Source: an optimization exercise on an open RTL-to-GDS flow (aim: small area, a short achievable clock period and few clock cycles). Production flows keep margins and buffers that such runs may drop.
Only simulation tests tie the RTL to the original design; equivalence was not proved.
Power is estimated from default activity; no workload was simulated.

// skc_top
module skc_top (
    input  wire         clk,
    input  wire         rst,
    input  wire         csr_valid,
    input  wire         csr_write,
    input  wire [7:0]   csr_addr,
    input  wire [31:0]  csr_wdata,
    output wire         csr_ready,
    output reg  [31:0]  csr_rdata,
    input  wire         cmd_valid,
    output wire         cmd_ready,
    input  wire [63:0]  cmd_word,
    input  wire [31:0]  cmd_key,
    output wire         rsp_valid,
    input  wire         rsp_ready,
    output wire [3:0]   rsp_status,
    output wire [63:0]  rsp_est,
    output wire         hreq_valid,
    input  wire         hreq_ready,
    output wire [31:0]  hreq_key,
    output wire [7:0]   hreq_klen,
    output wire [7:0]   hreq_seed,
    input  wire         hrsp_valid,
    output wire         hrsp_ready,
    input  wire [31:0]  hrsp_value
);
clock: 34.0 ns
lec_check: 0
cap_margin: 20
cell_pad_in_sites_detail_placement: 0
cell_pad_in_sites_global_placement: 0
core_margin: 2
core_utilization: 55
cts_buf_list: sky130_fd_sc_hd__clkbuf_16
cts_cluster_diameter: 90
cts_cluster_size: 24
place_density: 0.65
slew_margin: 20
standard.sh (not shown) runs the stock make flow with config.mk's settings and CLKGATE_MAP_FILE= SYNTH_SCRIPT=/design/flow/synth_recipe.tcl, a recipe that flattens the netlist after the stock synthesis.
==> flow/flow/run.sh <==
#!/bin/bash
# The standard layout, with repair_timing aiming for setup slack of at least
# SETUP_SLACK_MARGIN at the design's clock period (the SDC is unchanged),
# and the port buffers made with buf_2 cells.
set -euo pipefail
bash standard.sh SETUP_SLACK_MARGIN=19.5 "BUFFER_PORTS_ARGS=-buffer_cell sky130_fd_sc_hd__buf_2" finish > make_finish.log 2>&1
The first run finished with timing, DRC and antenna clean.
Testbench counts at the start, summed over its fixed seeds: cycles 56,000.
Edit:
Settings changed: CTS_CLUSTER_SIZE 24 to 27.
After rerunning:
- The changed run completed with no timing, DRC or antenna violations
- routed wire length hardly moves
- via count hardly moves
- synthesized area is unchanged
- worst hold slack hardly moves
- clock skew shrinks by 0.045 ns
Edit:
==> flow/flow/run.sh (replaced) <==
#!/bin/bash
# The standard layout, with repair_timing aiming for setup slack of at least
# SETUP_SLACK_MARGIN at the design's clock period (the SDC is unchanged),
# and the port buffers made with buf_4 cells.
set -euo pipefail
bash standard.sh SETUP_SLACK_MARGIN=19.5 "BUFFER_PORTS_ARGS=-buffer_cell sky130_fd_sc_hd__buf_4" finish > make_finish.log 2>&1
Settings changed: CAP_MARGIN 20 to 10, CORE_UTILIZATION 55 to 62, CTS_CLUSTER_DIAMETER 90 to 80, CTS_CLUSTER_SIZE 27 to 20, PLACE_DENSITY 0.65 to 0.72, SLEW_MARGIN 20 to 10.
After rerunning: This time the run finished with capacitance limit, slew limit left; power came out higher by 3.6%; die area goes down by 11%; cell area is higher by 0.81%; via count went up by 1.9%.
Edit:
Settings changed: CORE_UTILIZATION 62 to 55, PLACE_DENSITY 0.72 to 0.65.
With this change the flow passed the timing, DRC and antenna checks.
Clock power grows by about 4%.
Via count goes down by 1.1%.
Worst setup slack gets better by 0.16 ns.
Final area climbs by 0.95%.
First-iteration DRC count came out lower by 12%.
Combinational power went up by about 1%.
Die area rises by 13%.
Count of clock-buffer cells in the layout increases by 5.
Total power rises by 1.6%.

---

skc_top again, from the RTL that the note above started with.
Design skc_top, start of the top module:
module skc_top (
    input  wire         clk,
    input  wire         rst,
    input  wire         csr_valid,
    input  wire         csr_write,
    input  wire [7:0]   csr_addr,
    input  wire [31:0]  csr_wdata,
    output wire         csr_ready,
    output reg  [31:0]  csr_rdata,
    input  wire         cmd_valid,
    output wire         cmd_ready,
    input  wire [63:0]  cmd_word,
    input  wire [31:0]  cmd_key,
    output wire         rsp_valid,
    input  wire         rsp_ready,
    output wire [3:0]   rsp_status,
    output wire [63:0]  rsp_est,
    output wire         hreq_valid,
    input  wire         hreq_ready,
    output wire [31:0]  hreq_key,
    output wire [7:0]   hreq_klen,
    output wire [7:0]   hreq_seed,
    input  wire         hrsp_valid,
    output wire         hrsp_ready,
    input  wire [31:0]  hrsp_value
);
clock: 34.0 ns
lec_check: 0
cap_margin: 20
cell_pad_in_sites_detail_placement: 0
cell_pad_in_sites_global_placement: 0
core_margin: 2
core_utilization: 60
cts_buf_list: sky130_fd_sc_hd__clkbuf_16
cts_cluster_diameter: 90
cts_cluster_size: 24
place_density: 0.7
slew_margin: 20
==> flow/flow/run.sh <==
#!/bin/bash
# The standard layout, with repair_timing aiming for setup slack of at least
# SETUP_SLACK_MARGIN at the design's clock period (the SDC is unchanged),
# and the port buffers made with buf_2 cells.
set -euo pipefail
bash standard.sh SETUP_SLACK_MARGIN=19.5 "BUFFER_PORTS_ARGS=-buffer_cell sky130_fd_sc_hd__buf_2" finish > make_finish.log 2>&1
The starting point completed with no timing, DRC or antenna violations.
Testbench counts at the start, summed over its fixed seeds: cycles 56,000.
==> next run, changes <==
==> flow/run.sh (new file) <==
#!/bin/bash
# synth_recipe.tcl (not shown) runs the flow's synth.tcl, then flattens the netlist and writes it again
# the make line also repeats each setting of config.mk as NAME=value (left out here)
make -C /OpenROAD-flow-scripts/flow DESIGN_CONFIG=/design/flow/config.mk WORK_HOME=/design/flow/orfs CLKGATE_MAP_FILE= SYNTH_SCRIPT=/design/flow/synth_recipe.tcl finish
--- a/flow/config.mk
+++ b/flow/config.mk
@@ -10,8 +10,6 @@
 export CELL_PAD_IN_SITES_GLOBAL_PLACEMENT = 0
 export CORE_MARGIN = 2
-export CORE_UTILIZATION = 60
-export CTS_BUF_LIST = sky130_fd_sc_hd__clkbuf_16
-export CTS_CLUSTER_DIAMETER = 90
-export CTS_CLUSTER_SIZE = 24
-export PLACE_DENSITY = 0.7
+export CORE_UTILIZATION = 55
+export CTS_BUF_LIST = sky130_fd_sc_hd__clkbuf_8
+export PLACE_DENSITY = 0.65
 export SLEW_MARGIN = 20
removed: flow/flow/run.sh
removed: flow/standard.sh
The new run completed without violations.
First-iteration DRC count came out lower by 9.1%.
Non-clock buffer count shrinks by 118.
Design area came out higher by 2.5%.
Synthesized area is unchanged.
Hold slack degrades by 0.0059 ns.
Worst setup slack degrades by 1.2 ns.
Global-route usage is lower by 3.1 points.
Clock power goes up by 47%.

## port drivers added, routing unchanged
In the flow no input, the clock included, has a driving cell. The finished layouts below were timed again as built, in two steps.
Step 1 assumes that a clkbuf_16 drives the clock port and a buf_2 every other input.
Step 2, shift: input delay + t, output delay - t, t = (earliest + latest rising clock arrival at the registers) / 2. This alone moves slack from input paths to output paths.
Slacks: no drivers / after step 1 / after step 2; pairs: no drivers / after step 1.
| run | shift t [ns] | setup slack, ns | worst slew at a driven data input, ns |
|---|---|---|---|
| the first run of note 1 | 0.919 | 18.723 / 18.683 / 18.683 | 0.18 |
| the second run of note 1 | 0.903 | 18.739 / 18.706 / 18.706 | 0.17 |
| the third run of note 1 | 0.938 | 18.532 / 18.501 / 18.501 | 0.15 |
| the fourth run of note 1 | 0.962 | 18.691 / 18.650 / 18.650 | 0.28 |
| the first run of note 2 | 0.933 | 18.604 / 18.564 / 18.564 | 0.18 |
| the second run of note 2 | 1.190 | 17.448 / 17.350 / 17.590 | 0.17 |
For the fourth run of note 1, which loses most, drivers alone change the setup slack by -0.041 ns; drivers and shift together by -0.041 ns.
